Context: an optimization exercise on an open-source flow, tuned for small area, a short achievable clock period and few clock cycles. The choices shown serve that exercise and are no tape-out recipe.
The RTL was checked by simulation tests, not by an equivalence proof against the original design.
Power figures rest on the tool's default switching activity, not on a simulated workload.

**flow/run.sh**
```bash
#!/bin/bash
# The standard layout, with buf_2 cells (not the default delay buffer)
# as the buffers on the ports. Each tool's output goes to a log here.
set -euo pipefail
export BUFFER_PORTS_ARGS="-buffer_cell sky130_fd_sc_hd__buf_2"
bash standard.sh > standard.log 2>&1
```
**standard.sh**
```bash
#!/bin/bash
# synth_recipe.tcl (not shown) runs the flow's synth.tcl, then flattens the netlist and writes it again
# the make line also repeats each setting of config.mk as NAME=value (left out here)
make -C /OpenROAD-flow-scripts/flow DESIGN_CONFIG=/design/flow/config.mk WORK_HOME=/design/flow/orfs CLKGATE_MAP_FILE= SYNTH_SCRIPT=/design/flow/synth_recipe.tcl "${@:-finish}"
```
**config.mk**
```make
export PLATFORM = sky130hd
export DESIGN_NAME = gotune_peakref
export DESIGN_NICKNAME = gotune_peakref
export VERILOG_FILES = /design/flow/design.v
export SDC_FILE = /design/flow/constraint.sdc
export NUM_CORES = 4
export LEC_CHECK = 0
export CAP_MARGIN = 20
export CORE_MARGIN = 2
export CORE_UTILIZATION = 70
export CTS_CLUSTER_DIAMETER = 80
export CTS_CLUSTER_SIZE = 24
export PLACE_DENSITY = 0.8
export SLEW_MARGIN = 20
```
**constraint.sdc**
```tcl
create_clock -name core_clock -period 25.0 [get_ports {clk}]
set_input_delay 5.0000 -clock core_clock [delete_from_list [all_inputs] [get_ports {clk}]]
set_output_delay 5.0000 -clock core_clock [all_outputs]
set_load 0.01 [all_outputs]
```
**design.v**
```verilog
module bk_add #(parameter W = 58) (
    input  wire [W-1:0] a,
    input  wire [W-1:0] b,
    input  wire         ci,
    output wire [W-1:0] s
);
    reg [63:0] g, p, G, P, c, x, y;
    integer i, k, d;
    always @* begin
        x = 64'd0;
        y = 64'd0;
        x[W-1:0] = a;
        y[W-1:0] = b;
        g = x & y;
        p = x ^ y;
        G = g;
        P = p;
        for (k = 0; k < 6; k = k + 1) begin
            d = 1 << k;
            for (i = 0; i < 64; i = i + 1)
                if (((i + 1) % (2 * d)) == 0) begin
                    G[i] = G[i] | (P[i] & G[i - d]);
                    P[i] = P[i] & P[i - d];
                end
        end
        for (k = 4; k >= 0; k = k - 1) begin
            d = 1 << k;
            for (i = 0; i < 64; i = i + 1)
                if (((i + 1) % (2 * d)) == d && i >= 2 * d) begin
                    G[i] = G[i] | (P[i] & G[i - d]);
                    P[i] = P[i] & P[i - d];
                end
        end
        c[0] = ci;
        for (i = 1; i < 64; i = i + 1)
            c[i] = G[i - 1] | (P[i - 1] & ci);
    end
    wire [63:0] sfull = p ^ c;
    assign s = sfull[W-1:0];
endmodule
module fp_refine (
    input  wire        clk,
    input  wire        rst,
    input  wire        xfer,         
    input  wire        upd,          
    input  wire [63:0] in_alpha,
    input  wire [63:0] in_beta,
    input  wire [63:0] in_gamma,
    input  wire [15:0] in_idx,
    input  wire [15:0] in_cnt,
    output wire        accept,       
    output wire        finbusy,      
    output wire        blk_next,     
    output reg         r_valid,
    output wire [15:0] o_cnt,
    output wire [15:0] o_idx,
    output wire [63:0] o_val,
    output wire [63:0] o_lag
);
    localparam [62:0] EPS = 63'h3DDB7CDFD9D7BDBB;    
    localparam [4:0] S_IDLE = 5'd0,  S_RD1 = 5'd1,  S_RD2 = 5'd2,  S_LDW = 5'd3,
                     S_SHR  = 5'd4,  S_ADD = 5'd5,  S_NEG = 5'd6,  S_NRM = 5'd7,
                     S_RND  = 5'd8,  S_PCK = 5'd9,  S_TST = 5'd10, S_DV0 = 5'd11,
                     S_DV1  = 5'd12, S_DV2 = 5'd13, S_DV3 = 5'd14, S_DVA = 5'd15,
                     S_DVB  = 5'd16, S_DVS = 5'd17, S_DVT = 5'd18, S_LDQ = 5'd19,
                     S_LDP  = 5'd20, S_DGA = 5'd21, S_DGB = 5'd22, S_RDX = 5'd23,
                     S_HLD  = 5'd27;
    localparam [2:0] O_DIFF = 3'd0,      
                     O_T1   = 3'd1,      
                     O_DEN  = 3'd2,      
                     O_Q    = 3'd3,      
                     O_PF   = 3'd4,      
                     O_LAG  = 3'd5;      
    reg  [4:0]  st;
    reg  [2:0]  op;
    reg  [63:0] A, B, G, X;
    reg  [57:0] W;
    reg  [12:0] E;
    reg  [5:0]  D;
    reg  [15:0] P, C;
    reg         S, SUB, SWP, INF1, SPC, SPN, GQ, STK, FIRST, QV, RDONE, QB;
    reg         FIN;
    reg         sA, sG, sX, sB, sP;      
    reg         cWm, cWi, cCi;           
    assign accept  = (st == S_IDLE) | !FIN;
    assign finbusy = (st != S_IDLE) & FIN;
    assign o_cnt = C;
    assign o_idx = P;
    assign o_val = B;
    assign o_lag = A;
    wire [63:0] pfpk = {1'b0, 11'd1038, P[14:0], 37'd0};
    wire [63:0] Y = ({64{sA}} & A) | ({64{sG}} & G) | ({64{sX}} & X) |
                    ({64{sB}} & B) | ({64{sP}} & pfpk);
    wire [10:0] yef  = Y[62:52];
    wire        yhid = sP ? P[15] : (yef != 11'd0);
    wire [52:0] ym   = {yhid, Y[51:0]};
    wire [10:0] yee  = (yef == 11'd0) ? 11'd1 : yef;            
    wire [12:0] yE   = {2'b00, yee} + {12'd0, sB};
    wire        yinf = (yef == 11'h7FF) | (sB & (yef == 11'h7FE));
    wire        ys   = Y[63];
    wire neg2 = (op == O_DIFF) | (op == O_T1);
    wire s2   = ys ^ neg2;
    wire rup  = W[2] & (W[1] | W[0] | W[3]);
    wire [57:0] lop = {2'b00, ym, 3'b000} |
                      {54'd0, (st == S_RND) & rup, (st == S_LDQ) & GQ, 1'b0, (st == S_LDQ) & STK};
    wire [57:0] wop = (cWm ? 58'd0 : W) ^ {58{cWi}};
    wire [57:0] sum;
    bk_add #(.W(58)) u_add (.a(lop), .b(wop), .ci(cCi), .s(sum));
    wire        qb   = sum[57];
    wire        Wz   = (W == 58'd0);
    wire        Eone = (E == 13'd1);
    wire [57:0] wshr = {1'b0, W[57:2], W[1] | W[0]};
    wire [13:0] edx  = {E, 1'b1} + {~{2'b00, yee}, !sB};
    wire [12:0] ed   = edx[13:1];
    wire eovf = !E[12] & (E[11] | (E[10:0] == 11'h7FF));
    wire [63:0] pk = SPC  ? {S, 11'h7FF, SPN, 51'd0} :
                     eovf ? {S, 11'h7FF, 52'd0} :
                     W[55] ? {S, E[10:0], W[54:3]} :
                             {S & !Wz, 11'd0, W[54:3]};
    wire done_now = (st == S_PCK) & ((op == O_LAG) | ((op == O_PF) & !QV));
    wire emit     = (done_now & (FIN | xfer)) | ((st == S_HLD) & xfer);
    wire xnan  = (X[62:52] == 11'h7FF) & (X[51:0] != 52'd0);
    wire xinf  = (X[62:52] == 11'h7FF) & (X[51:0] == 52'd0);
    wire ginf  = (G[62:52] == 11'h7FF);
    wire xtiny = (X[62:52] <= 11'd1);
    wire dsmall = (G[62:0] < EPS);
    wire nz    = (in_cnt != 16'd0);
    reg [4:0] nst;
    reg [2:0] nop;
    reg       nswp, nsub;
    always @* begin
        nst  = st;
        nop  = op;
        nswp = SWP;
        nsub = SUB;
        case (st)
            S_IDLE: if (xfer) begin
                nop = nz ? O_DIFF : O_PF;
                nst = nz ? S_RD1 : S_LDP;
            end
            S_HLD: if (xfer) nst = S_IDLE;
            S_RD1: nst = S_RD2;
            S_RD2: begin
                if (!(INF1 | yinf)) begin
                    nswp = ed[12];
                    nsub = S ^ s2;
                end
                nst = S_RDX;
            end
            S_RDX: nst = SPC ? S_PCK : S_LDW;
            S_LDW: nst = S_SHR;
            S_SHR: if (D <= 6'd1) nst = S_ADD;
            S_ADD: nst = S_NEG;
            S_NEG: nst = S_NRM;
            S_NRM: if (W[56] | W[55] | Eone | Wz) nst = RDONE ? S_PCK : S_RND;
            S_RND: nst = S_NRM;
            S_PCK: case (op)
                O_DIFF: begin nop = O_T1;  nst = S_RD1; end
                O_T1:   begin nop = O_DEN; nst = S_RD1; end
                O_DEN:  nst = S_TST;
                O_Q:    begin nop = O_PF;  nst = S_LDP; end
                O_PF:   if (QV) begin nop = O_LAG; nst = S_RD1; end
                        else nst = (FIN | xfer) ? S_IDLE : S_HLD;
                default: nst = (FIN | xfer) ? S_IDLE : S_HLD;
            endcase
            S_TST: if (dsmall) begin nop = O_PF; nst = S_LDP; end
                   else nst = S_DV0;
            S_DV0: begin
                if (xnan | xinf) begin
                    nop = O_LAG;
                    nst = S_PCK;
                end else if (ginf | xtiny) begin
                    nop = O_PF;
                    nst = S_LDP;
                end else begin
                    nst = S_DV1;
                end
            end
            S_DV1: nst = S_DV2;
            S_DV2: nst = S_DV3;
            S_DV3: nst = S_DVA;
            S_DVA: nst = S_DVB;
            S_DVB: nst = ((D == 6'd1) & !(FIRST & !QB)) ? S_DGA : S_DVA;
            S_DGA: nst = S_DGB;
            S_DGB: nst = S_DVS;
            S_DVS: nst = S_DVT;
            S_DVT: if (E[12] | (E == 13'd0)) begin nop = O_PF; nst = S_LDP; end
                   else nst = S_LDQ;
            S_LDQ: begin nop = O_Q; nst = S_RND; end
            S_LDP: nst = S_NRM;
            default: nst = S_IDLE;
        endcase
        if (upd) begin
            nop = O_DIFF;
            nst = S_RD1;
        end
    end
    wire nqb = ((st == S_DVA) | (st == S_DGA)) ? qb : QB;
    wire fin_next = ((st == S_IDLE) & !xfer) ? 1'b0 : (FIN | xfer);
    assign blk_next = (nst != S_IDLE) & fin_next;
    wire n2g = (nop == O_DIFF) | (nop == O_DEN);
    wire n2b = (nop == O_T1);
    wire n2x = (nop == O_LAG);
    always @(posedge clk) begin
        if (rst) st <= S_IDLE;
        else     st <= nst;
        op  <= nop;
        SWP <= nswp;
        SUB <= nsub;
        sA <= (nst == S_RD1) | ((nst == S_LDW) & SWP) | ((nst == S_ADD) & !SWP);
        sG <= (((nst == S_RD2) | (nst == S_RDX) | ((nst == S_LDW) & !SWP) | ((nst == S_ADD) & SWP)) & n2g) |
              (nst == S_DV1) | (nst == S_DVA) | (nst == S_DGA) |
              (((nst == S_DVB) | (nst == S_DGB)) & nqb);
        sB <= ((nst == S_RD2) | (nst == S_RDX) | ((nst == S_LDW) & !SWP) | ((nst == S_ADD) & SWP)) & n2b;
        sX <= (((nst == S_RD2) | (nst == S_RDX) | ((nst == S_LDW) & !SWP) | ((nst == S_ADD) & SWP)) & n2x) |
              (nst == S_DV0) | (nst == S_DV2) | (nst == S_LDQ);
        sP <= (nst == S_LDP);
        cWm <= (nst == S_LDW) | (nst == S_LDP) | (nst == S_DV2) | (nst == S_LDQ);
        cWi <= ((nst == S_ADD) & SUB) | (nst == S_NEG) | (nst == S_DV3) | (nst == S_DVS);
        cCi <= ((nst == S_ADD) & SUB) | (nst == S_NEG);
        r_valid <= !rst & emit;
        if (rst)
            FIN <= 1'b0;
        else if (xfer)
            FIN <= 1'b1;
        else if (upd)
            FIN <= 1'b0;
        if (xfer & (st != S_IDLE)) C <= in_cnt;
        case (st)
            S_IDLE: if (xfer) begin
                if (!nz) begin
                    B <= 64'd0;
                    P <= 16'd0;
                end
                C     <= in_cnt;
                SPC   <= 1'b0;
                RDONE <= 1'b0;
                QV    <= 1'b0;
            end
            S_RD1: begin
                E    <= yE;
                S    <= ys;
                INF1 <= yinf;
            end
            S_RD2: begin
                if (INF1 | yinf) begin
                    SPC <= 1'b1;
                    SPN <= INF1 & yinf & (S != s2);
                    if (!INF1) S <= s2;
                end
            end
            S_RDX: if (SWP & !SPC) begin
                E <= yE;
                S <= s2;
            end
            S_LDW: begin
                W <= sum;
                D <= (ed[12:6] != 7'd0) ? 6'd63 : ed[5:0];
            end
            S_SHR: if (D != 6'd0) begin
                W <= wshr;
                D <= D - 6'd1;
            end
            S_ADD: W <= sum;
            S_NEG: if (W[57]) begin
                W <= sum;
                S <= !S;
            end
            S_NRM: begin
                if (W[56]) begin
                    W <= wshr;
                    E <= E + 13'd1;
                end else if (!(W[55] | Eone | Wz)) begin
                    W <= {sum[56:0], 1'b0};    
                    E <= E - 13'd1;
                end
            end
            S_RND: begin
                W     <= sum;
                RDONE <= 1'b1;
            end
            S_PCK: begin
                case (op)
                    O_DIFF, O_Q:       X <= pk;
                    O_T1, O_PF, O_LAG: A <= pk;
                    default:           G <= pk;
                endcase
                SPC   <= 1'b0;
                RDONE <= 1'b0;
            end
            S_DV0: begin
                if (xnan | xinf) begin
                    SPC <= 1'b1;
                    SPN <= xnan | ginf;
                    S   <= X[63] ^ G[63];
                end else begin
                    E <= {2'b00, yee} + 13'd1022;
                    S <= X[63] ^ G[63];
                end
            end
            S_DV1: E <= ed;
            S_DV2: begin
                W     <= sum;
                FIRST <= 1'b1;
            end
            S_DV3: begin
                W <= sum;                
                D <= 6'd53;              
            end
            S_DVA, S_DGA: QB <= qb;
            S_DVB: begin
                W <= {sum[56:0], 1'b1};
                X <= {X[62:0], QB};
                FIRST <= 1'b0;
                if (FIRST & !QB) E <= E - 13'd1;
                else D <= D - 6'd1;
            end
            S_DGB: begin
                W  <= sum;
                GQ <= QB;
            end
            S_DVS: W <= sum;             
            S_DVT: STK <= !Wz;
            S_LDQ: begin
                W  <= sum;
                QV <= 1'b1;
            end
            S_LDP: begin
                W <= sum;
                E <= yE;
                S <= 1'b0;
            end
            default: ;
        endcase
        if (upd) begin
            A     <= in_alpha;
            B     <= in_beta;
            G     <= in_gamma;
            P     <= in_idx;
            SPC   <= 1'b0;
            RDONE <= 1'b0;
            QV    <= 1'b0;
        end
    end
endmodule
module mag_cmp (
    input  wire [63:0] a,
    input  wire [63:0] b,
    output wire        gt,
    output wire        lt
);
    function [1:0] node(input g1, input l1, input g0, input l0);
        node = {g1 | (~l1 & g0), l1 | (~g1 & l0)};
    endfunction
    reg [63:0] g0, l0;
    reg [31:0] g1, l1;
    reg [15:0] g2, l2;
    reg [7:0]  g3, l3;
    reg [3:0]  g4, l4;
    reg [1:0]  g5, l5;
    reg        g6, l6;
    integer i;
    always @* begin
        g0 = a & ~b;
        l0 = ~a & b;
        for (i = 0; i < 32; i = i + 1) {g1[i], l1[i]} = node(g0[2*i+1], l0[2*i+1], g0[2*i], l0[2*i]);
        for (i = 0; i < 16; i = i + 1) {g2[i], l2[i]} = node(g1[2*i+1], l1[2*i+1], g1[2*i], l1[2*i]);
        for (i = 0; i < 8; i = i + 1)  {g3[i], l3[i]} = node(g2[2*i+1], l2[2*i+1], g2[2*i], l2[2*i]);
        for (i = 0; i < 4; i = i + 1)  {g4[i], l4[i]} = node(g3[2*i+1], l3[2*i+1], g3[2*i], l3[2*i]);
        for (i = 0; i < 2; i = i + 1)  {g5[i], l5[i]} = node(g4[2*i+1], l4[2*i+1], g4[2*i], l4[2*i]);
        {g6, l6} = node(g5[1], l5[1], g5[0], l5[0]);
    end
    assign gt = g6;
    assign lt = l6;
endmodule
module gotune_peakref (
    input  wire        clk,
    input  wire        rst,
    input  wire        start_valid,
    output wire        start_ready,
    input  wire [15:0] cfg_n,
    input  wire [63:0] cfg_thresh,
    input  wire        s_valid,
    output wire        s_ready,
    input  wire [63:0] s_data,
    output wire        r_valid,
    output wire [15:0] r_peak_cnt,
    output wire [15:0] r_best_idx,
    output wire [63:0] r_best_val,
    output wire [63:0] r_lag
);
    reg  [63:0] cur;           
    reg         sv;            
    reg         svl;           
    reg         stv;           
    reg  [61:0] thr;           
    reg  [15:0] nrem;          
    reg         sready;        
    reg         nsready;       
    reg         srdy;          
    wire        rf_accept, rf_finbusy, rf_blk_next;
    wire [63:0] bval;          
    assign start_ready = sready;
    assign s_ready     = srdy;
    wire hs        = s_valid & srdy;
    wire nrem_one  = (nrem == 16'd1);
    wire nrem_zero = (nrem == 16'd0);
    reg  [63:0] prev1, prev2;   
    reg         p1nan;          
    reg         havep;          
    reg         cand;           
    reg         candb;          
    reg  [15:0] jdx;            
    reg  [15:0] cnt;
    reg         ended;          
    wire hold = cand & candb & rf_finbusy;
    wire proc = sv & !hold;
    wire cur_nan = (&cur[62:52]) & (|cur[51:0]);
    wire c_gt_p, c_lt_p, c_gt_t, c_gt_b, unused_t, unused_b;
    mag_cmp u_cp (.a({1'b0, cur[62:0]}), .b({1'b0, prev1[62:0]}), .gt(c_gt_p), .lt(c_lt_p));
    mag_cmp u_ct (.a({1'b0, cur[62:0]}), .b({2'b00, thr}),        .gt(c_gt_t), .lt(unused_t));
    mag_cmp u_cb (.a({1'b0, cur[62:0]}), .b({1'b0, bval[62:0]}),  .gt(c_gt_b), .lt(unused_b));
    wire rise = havep & !cur[63] & !cur_nan & !p1nan & (prev1[63] | c_gt_p) & c_gt_t;
    wire fall = !cur_nan & (cur[63] | c_lt_p);
    wire conf = proc & cand & fall;
    wire upd  = conf & candb;
    wire xfer = ended & rf_accept;
    wire cand_n  = (rst | stv) ? 1'b0 : (proc ? rise : cand);
    wire candb_n = proc ? (rise & ((cnt == 16'd0) | c_gt_b)) : candb;
    always @(posedge clk) begin
        if (hs) begin
            cur <= s_data;
            svl <= nrem_one;
        end
        stv <= start_valid & !nsready;
        if (!nsready) begin
            thr  <= cfg_thresh[61:0];
            nrem <= cfg_n;
        end else if (hs) begin
            nrem <= nrem - 16'd1;
        end
        if (rst) begin
            sv      <= 1'b0;
            srdy    <= 1'b1;
            sready  <= 1'b1;
            nsready <= 1'b0;
        end else begin
            sv   <= hs | (sv & hold);
            srdy <= !(cand_n & candb_n & rf_blk_next);
            if (!nsready) begin
                sready  <= !start_valid;
                nsready <= start_valid;
            end else begin
                sready  <= (nrem_zero | (hs & nrem_one)) & !rf_blk_next;
                nsready <= !((nrem_zero | (hs & nrem_one)) & !rf_blk_next);
            end
        end
        if (proc) begin
            prev2 <= prev1;
            prev1 <= cur;
            p1nan <= cur_nan;
        end
        if (stv) begin
            cnt <= 16'd0;
            jdx <= 16'hFFFF;
        end else if (proc) begin
            candb <= candb_n;
            jdx   <= jdx + 16'd1;
            if (conf) cnt <= cnt + 16'd1;
        end
        cand <= cand_n;
        if (rst | stv)
            havep <= 1'b0;
        else if (proc)
            havep <= 1'b1;
        if (rst)
            ended <= 1'b0;
        else
            ended <= (ended & !xfer) | (stv & nrem_zero) | (proc & svl);
    end
    fp_refine u_rf (
        .clk(clk), .rst(rst), .xfer(xfer), .upd(upd),
        .in_alpha(prev2), .in_beta(prev1), .in_gamma(cur),
        .in_idx(jdx), .in_cnt(cnt),
        .accept(rf_accept), .finbusy(rf_finbusy), .blk_next(rf_blk_next),
        .r_valid(r_valid), .o_cnt(r_peak_cnt), .o_idx(r_best_idx),
        .o_val(bval), .o_lag(r_lag));
    assign r_best_val = bval;
endmodule
```
==> results of run 1 <==
-- power breakdown --
group	switching [W]	internal, W	total (W)
Combinational	0.00122	0.000762	0.00198
Sequential	0.000232	0.00155	0.00178
Clock	0.000413	0.000343	0.000755
Total	0.00186	0.00266	0.00452
-- cell type report --
type,instances,area (um2),share of cell area
clock inverter,15,220,0.00522
multi-input combinational,2627,17000,0.404
tap,704,881,0.0209
antenna,4,10.0,0.000237
sequential,708,20500,0.486
clock buffer,52,1090,0.0258
timing repair buffer,355,1890,0.0449
inverter,151,569,0.0135
-- placed cells by master (no fill, tap or decap), types with 72 or more instances in the layout --
master	instances
ha_1	80
a22o_1	75
edfxtp_1	631
a22oi_1	139
nor2_1	195
buf_2	308
inv_1	146
o21ai_0	215
nand2b_1	168
maj3_1	82
a21oi_1	191
and2_1	72
nor2b_1	98
nand2_1	381
xnor2_1	120
-- routing by layer --
layer,vias up,routed length (um),share of wire,GRT usage
li1,14200,-,-,-
met4,10,5690,0.047,0.175
met3,375,16400,0.14,0.0943
met1,15700,45000,0.37,0.590
met2,2466,53700,0.44,0.634
met5,-,69,0.00057,0
-- registers in the layout, summed over array words and instances, names as in the netlist, 3 cells and up --
name,cells
u_rf.A,64
cnt,16
u_rf.st,5
cur,64
jdx,16
thr,62
u_rf.X,64
prev1,64
nrem,16
u_rf.op,3
u_rf.W,58
u_rf.P,16
u_rf.B,64
prev2,64
u_rf.E,13
u_rf.C,16
u_rf.D,6
u_rf.G,64
-- cells in the mapped netlist (all sizes together), types with 41 or more instances --
cell type and n:
a21oi 192, a31oi 54, nand3 62, o21ai 218, a22o 76, dfxtp 77, ha 80, nand4 41
nand2 383, xor2 54, nor2b 98, maj3 88, nand2b 169, xnor2 120, nor3 53, inv 149
nor4 63, and2 72, a22oi 139, clkbuf 140, nor2 199, edfxtp 631
-- final timing paths --
path | from | endpoint | slack, ps | cells past startpoint
worst min register to register | prev1[18]$_DFFE_PP_ | prev2[18]$_DFFE_PP_ | 460 | 0
worst max register to register | u_rf.G[53]$_DFFE_PP_ | u_rf.D[4]$_DFFE_PP_ | 19130 | 20
worst max-delay path | u_rf.B[35]$_SDFFCE_PN0P_ | r_best_val[35] | 18630 | 1
worst min-delay path | prev1[18]$_DFFE_PP_ | prev2[18]$_DFFE_PP_ | 460 | 0
-- stage by stage --
stage / power, W / worst slack, ps
6_report: 0.00452 / 18630
5_1_grt: 0.00474 / 18620
4_1_cts: 0.00444 / 18640
3_5_place_dp: 0.00370 / 18240
3_3_place_gp: 0.00360 / 18420
2_1_floorplan: 0.00316 / 17400
-- cells by family (layout without fill, tap and decap cells) --
logic type               after synthesis  in the layout
AND/OR/NAND/NOR                     1249           1249
AO/OA/AOI/OAI                       1014           1014
flip-flops                           708            708
buffers and inverters                327            573
XOR/XNOR                             174            174
adder cells (fa/ha/maj)              170            170
multiplexers                          20             20
other                                  0              4
-- worst reg2reg max path, stage by stage, from the launching register on --
cell and delay, ps:
edfxtp_1 500, a222oi_1 430, nand2_1 270, nor3_1 390, nand3_1 220, nor2b_1 200, nand3_1 150, nor2_1 180
nor2b_1 160, fa_1 490, a21o_1 200, a21oi_1 230, nand2b_1 190, a211oi_1 100, o21a_1 210, nor2_1 120
xnor2_1 130, or4_1 500, nor4_1 460, nor2b_1 320, a22oi_1 140
==> flow_metrics.tcl, run 1 <==
set metrics [dict create \
    rsz0062_at_grt "no" \
    ys_warn_count 4 \
    synthSimpleGateAreaFrac 0.164 \
    cp_data_arrival_time_ps 1370 \
    vias 32700 \
    finalNonFillerCells 4616 \
    crit_family "flip-flops" \
    cp-end-kind "output pin" \
    fin_crit_sh 0.255 \
    fill_cells 3529 \
    worstMarginPinSlew_ps 1080 \
    ant_nets 0 \
    synthCells 3662 \
    viasPerCell 7.09 \
    cts_htree_levels 2 \
    path_buf_inv 1 \
    hpwl_mm 87.8 \
    async_flop_share 0 \
    ys_seq_area_frac 0.531 \
    port_buffers 308 \
    layout.nets 4113 \
    grt_start_max_net_pins 95 \
    die_x_um 239 \
    ctsHoldBuffers 0 \
    synth_fa_ha_area_frac 0.0500 \
    peakVddDrop_mv 0.0724 \
    crit_slowest_cell "edfxtp_1" \
    stdcell_area_um2 42200 \
    tritoncts "built" \
    grt_pass1_wl_mm 182 \
    cts_sinks 708 \
    antenna_found_initial 8 \
    yosysTopAreaCell "edfxtp_1" \
    final_max_slew_viol_count 0 \
    startpoint_type "register" \
    synthMuxAreaShare 0.00577 \
    cp_max_fo 5 \
    post_cts_buffers 0 \
    floorplan.initialDensity 0.705 \
    max_freq_ghz 0.157 \
    fin_tns_setup_ps 0 \
    worstSetupPathType "register to output pin" \
    clock_path_buffers 3 \
    synth_compound_area_frac 0.178 \
    dpl.cell_count 4544 \
    pin_count 311 \
    dieArea_um2 57000 \
    ys_top_cells_by_area "edfxtp_1 49%, dfxtp_1 4.0%, nand2_1 3.7%, o21ai_0 2.8%, nand2b_1 2.7%" \
    grt_pass1_vias 31100 \
    drive_gt1_frac 0.127 \
    leakagePower_nw 15.7 \
    whs_ps 456 \
    fp-row-count 86 \
    synth_edf_count 631 \
    drtIter0Drc 4722 \
    clockRootBuffer "clkbuf_16" \
    synth_seq_cells 708 \
    synth_xor_area_frac 0.0395 \
    die_h_um 239 \
    period_needed_ps 6370 \
    finalHoldViolations 0 \
    synth_top_family_by_area "compound AO/OA/AOI/OAI gates" \
    synth.distinct_cells 86 \
    cpPeakStageDelay_ps 550 \
    clk_latency_ps 630 \
    wl_per_cell_um 26.2 \
    slew_headroom 0.263 \
    grt_overflow_total 0 \
    place.gp.congestion 0.981 \
    core_area_um2 54800 \
    crit_chain "buf_2" \
    area_growth_pct 9.30 \
    track_usage 0.419 \
    postPlaceCellArea_um2 40800 \
    first_pass_iters 7 \
    power.density_nw_per_um2 107 \
    synth_top_area_share 0.491 \
    syn_nets 3892 \
    cts.clk_slew.worst_paths_ps 100 \
    post-route-util 0.770 \
    status "finished clean" \
    setup_viol 0 \
    syn_area_um2 38600 \
    ctsResizeCount 0 \
    required_ps 20000 \
    cts_inserted_buffers 40 \
    finClkSkew_ps 38.8 \
    drt_wl_total_mm 121 \
    drc_errors 0 \
    synth_area_per_cell_um2 10.5 \
    cap_violations 0 \
    hold_class "register to register" \
    synth_ff_type "edfxtp_1" \
]
Testbench counts, summed over its fixed seeds: cycles 77,182.
==> inputs of run 2 (changes only) <==
--- a/config.mk
+++ b/config.mk
@@ -7,8 +7,8 @@
 export LEC_CHECK = 0
 export CAP_MARGIN = 20
 export CORE_MARGIN = 2
-export CORE_UTILIZATION = 70
+export CORE_UTILIZATION = 80
 export CTS_CLUSTER_DIAMETER = 80
 export CTS_CLUSTER_SIZE = 24
-export PLACE_DENSITY = 0.8
+export PLACE_DENSITY = 0.88
 export SLEW_MARGIN = 20
==> flow_metrics.tcl, run 2 <==
set metrics [dict create \
    status "finished clean" \
    pin_count 311 \
    synth_fa_ha_area_frac 0.0500 \
    fill_cells 2282 \
    cpPeakStageDelay_ps 560 \
    whs_ps 460 \
    ys_top_cells_by_area "edfxtp_1 49%, dfxtp_1 4.0%, nand2_1 3.7%, o21ai_0 2.8%, nand2b_1 2.7%" \
    crit_slowest_cell "edfxtp_1" \
    synth.distinct_cells 86 \
    synth_top_family_by_area "compound AO/OA/AOI/OAI gates" \
    synthSimpleGateAreaFrac 0.164 \
    drt_wl_total_mm 119 \
    post_cts_buffers 0 \
    synth_compound_area_frac 0.178 \
    drtIter0Drc 6982 \
    wl_per_cell_um 26.5 \
    grt_pass1_wl_mm 181 \
    floorplan.initialDensity 0.810 \
    post-route-util 0.878 \
    period_needed_ps 6390 \
    synth_edf_count 631 \
    cts_sinks 708 \
    clock_path_buffers 3 \
    core_area_um2 47600 \
    dpl.cell_count 4447 \
    setup_viol 0 \
    cp-end-kind "output pin" \
    finalHoldViolations 0 \
    syn_nets 3892 \
    synth_top_area_share 0.491 \
    grt_pass1_vias 31700 \
    die_h_um 224 \
    max_freq_ghz 0.156 \
    synthMuxAreaShare 0.00577 \
    die_x_um 224 \
    cap_violations 0 \
    ys_warn_count 4 \
    peakVddDrop_mv 0.0730 \
    fin_crit_sh 0.256 \
    fp-row-count 80 \
    dieArea_um2 50000 \
    grt_overflow_total 0 \
    port_buffers 308 \
    antenna_found_initial 6 \
    async_flop_share 0 \
    final_max_slew_viol_count 0 \
    clk_latency_ps 620 \
    worstSetupPathType "register to output pin" \
    finalNonFillerCells 4511 \
    hold_class "register to register" \
    startpoint_type "register" \
    drive_gt1_frac 0.123 \
    power.density_nw_per_um2 106 \
    crit_family "flip-flops" \
    yosysTopAreaCell "edfxtp_1" \
    drc_errors 0 \
    track_usage 0.471 \
    cts.clk_slew.worst_paths_ps 100 \
    syn_area_um2 38600 \
    crit_chain "buf_2" \
    viasPerCell 7.46 \
    layout.nets 4103 \
    ys_seq_area_frac 0.531 \
    synth_seq_cells 708 \
    area_growth_pct 8.39 \
    cts_htree_levels 2 \
    layout_common_cells "631 x edfxtp_1, 381 x nand2_1, 308 x buf_2, 215 x o21ai_0, 196 x nor2_1" \
    first_pass_iters 13 \
    finClkSkew_ps 23.5 \
    tritoncts "built" \
    fin_tns_setup_ps 0 \
    vias 33700 \
    final_common_cell "edfxtp_1" \
    cts_inserted_buffers 37 \
    synth_xor_area_frac 0.0395 \
    hpwl_mm 85.6 \
    worstMarginPinSlew_ps 1170 \
    synth_area_per_cell_um2 10.5 \
    leakagePower_nw 15.5 \
    ant_nets 0 \
    ctsResizeCount 0 \
    path_buf_inv 1 \
    synth_ff_type "edfxtp_1" \
    synth_common_cells "631 x edfxtp_1, 382 x nand2_1, 216 x o21ai_0" \
    clockRootBuffer "clkbuf_16" \
    rsz0062_at_grt "no" \
    ctsHoldBuffers 0 \
    place.gp.congestion 1.14 \
    cp_max_fo 3 \
    synthCells 3662 \
    slew_headroom 0.220 \
    required_ps 20000 \
    cp_data_arrival_time_ps 1390 \
    post-synth-top-count-cell "edfxtp_1" \
    grt_start_max_net_pins 103 \
    power_w 0.00444 \
]
[run 2: cells by family (layout without fill, tap and decap cells)]
logic type	after synthesis	in the layout
other	0	3
multiplexers	20	20
AO/OA/AOI/OAI	1014	1014
XOR/XNOR	174	174
AND/OR/NAND/NOR	1249	1249
buffers and inverters	327	558
flip-flops	708	708
adder cells (fa/ha/maj)	170	170
[run 2: area by class of cell]
| type | count | area (um2) | area share |
|---|---|---|---|
| antenna | 3 | 7.51 | 0.000179 |
| clock buffer | 49 | 1010 | 0.0242 |
| clock inverter | 10 | 92.6 | 0.00221 |
| inverter | 151 | 569 | 0.0136 |
| multi-input combinational | 2627 | 17000 | 0.407 |
| sequential | 708 | 20500 | 0.490 |
| tap | 615 | 769 | 0.0184 |
| timing repair buffer | 348 | 1870 | 0.0446 |
[run 2: where the power goes]
group          internal [W]  switching [W]
Clock              0.000293       0.000386
Combinational      0.000762        0.00120
Sequential          0.00155       0.000243
[run 2: final timing paths]
path | from | end | slack, ps | cells past startpoint
worst max-delay path | u_rf.B[28]$_SDFFCE_PN0P_ | r_best_val[28] | 18610 | 1
worst min-delay path | prev1[18]$_DFFE_PP_ | prev2[18]$_DFFE_PP_ | 460 | 0
worst min register to register | prev1[18]$_DFFE_PP_ | prev2[18]$_DFFE_PP_ | 460 | 0
worst max register to register | u_rf.G[57]$_DFFE_PP_ | u_rf.D[4]$_DFFE_PP_ | 18940 | 19
[run 2: metal layers]
metal,part of all wire,vias up,global-route usage
met4,0.061,6,0.225
met3,0.17,671,0.149
li1,-,14200,-
met1,0.33,15500,0.628
met5,0.00038,-,0
met2,0.44,3295,0.709
[run 2: stage by stage]
stage                     setup slack [ps]  area, um2
after global placement               18420      40700
after detailed placement             18280      40700
after floorplan                      17400      38600
final                                18610      41800
after global routing                 18560      41800
after CTS                            18660      41800

port drivers added, routing unchanged:
How much do the figures lean on ideal ports? The routed layouts below were timed once more, with nothing changed but the port constraints.
Step 1: set_driving_cell puts a clkbuf_16 on clk and a buf_2 on each other input, an assumption about the parent block.
Step 2 also shifts input and output timing later by t, the mid clock arrival at the registers, as if the neighbouring blocks saw the same clock.
Three values: no drivers, after step 1, after step 2; two values: the first two.
| run | t (ns) | slack for setup (ns) | worst setup path after step 2 | worst register clock-pin slew, ns |
|---|---|---|---|---|
| run 1 | 0.672 | 18.630 / 18.565 / 18.247 | input to register | 0.10 / 0.10 |
| run 2 | 0.674 | 18.606 / 18.544 / 18.322 | input to register | 0.10 / 0.10 |
After both steps setup and hold are still met in every run listed. The setup slack of run 1, which loses most, moves by -0.065 ns with the drivers and by -0.383 ns with both steps.
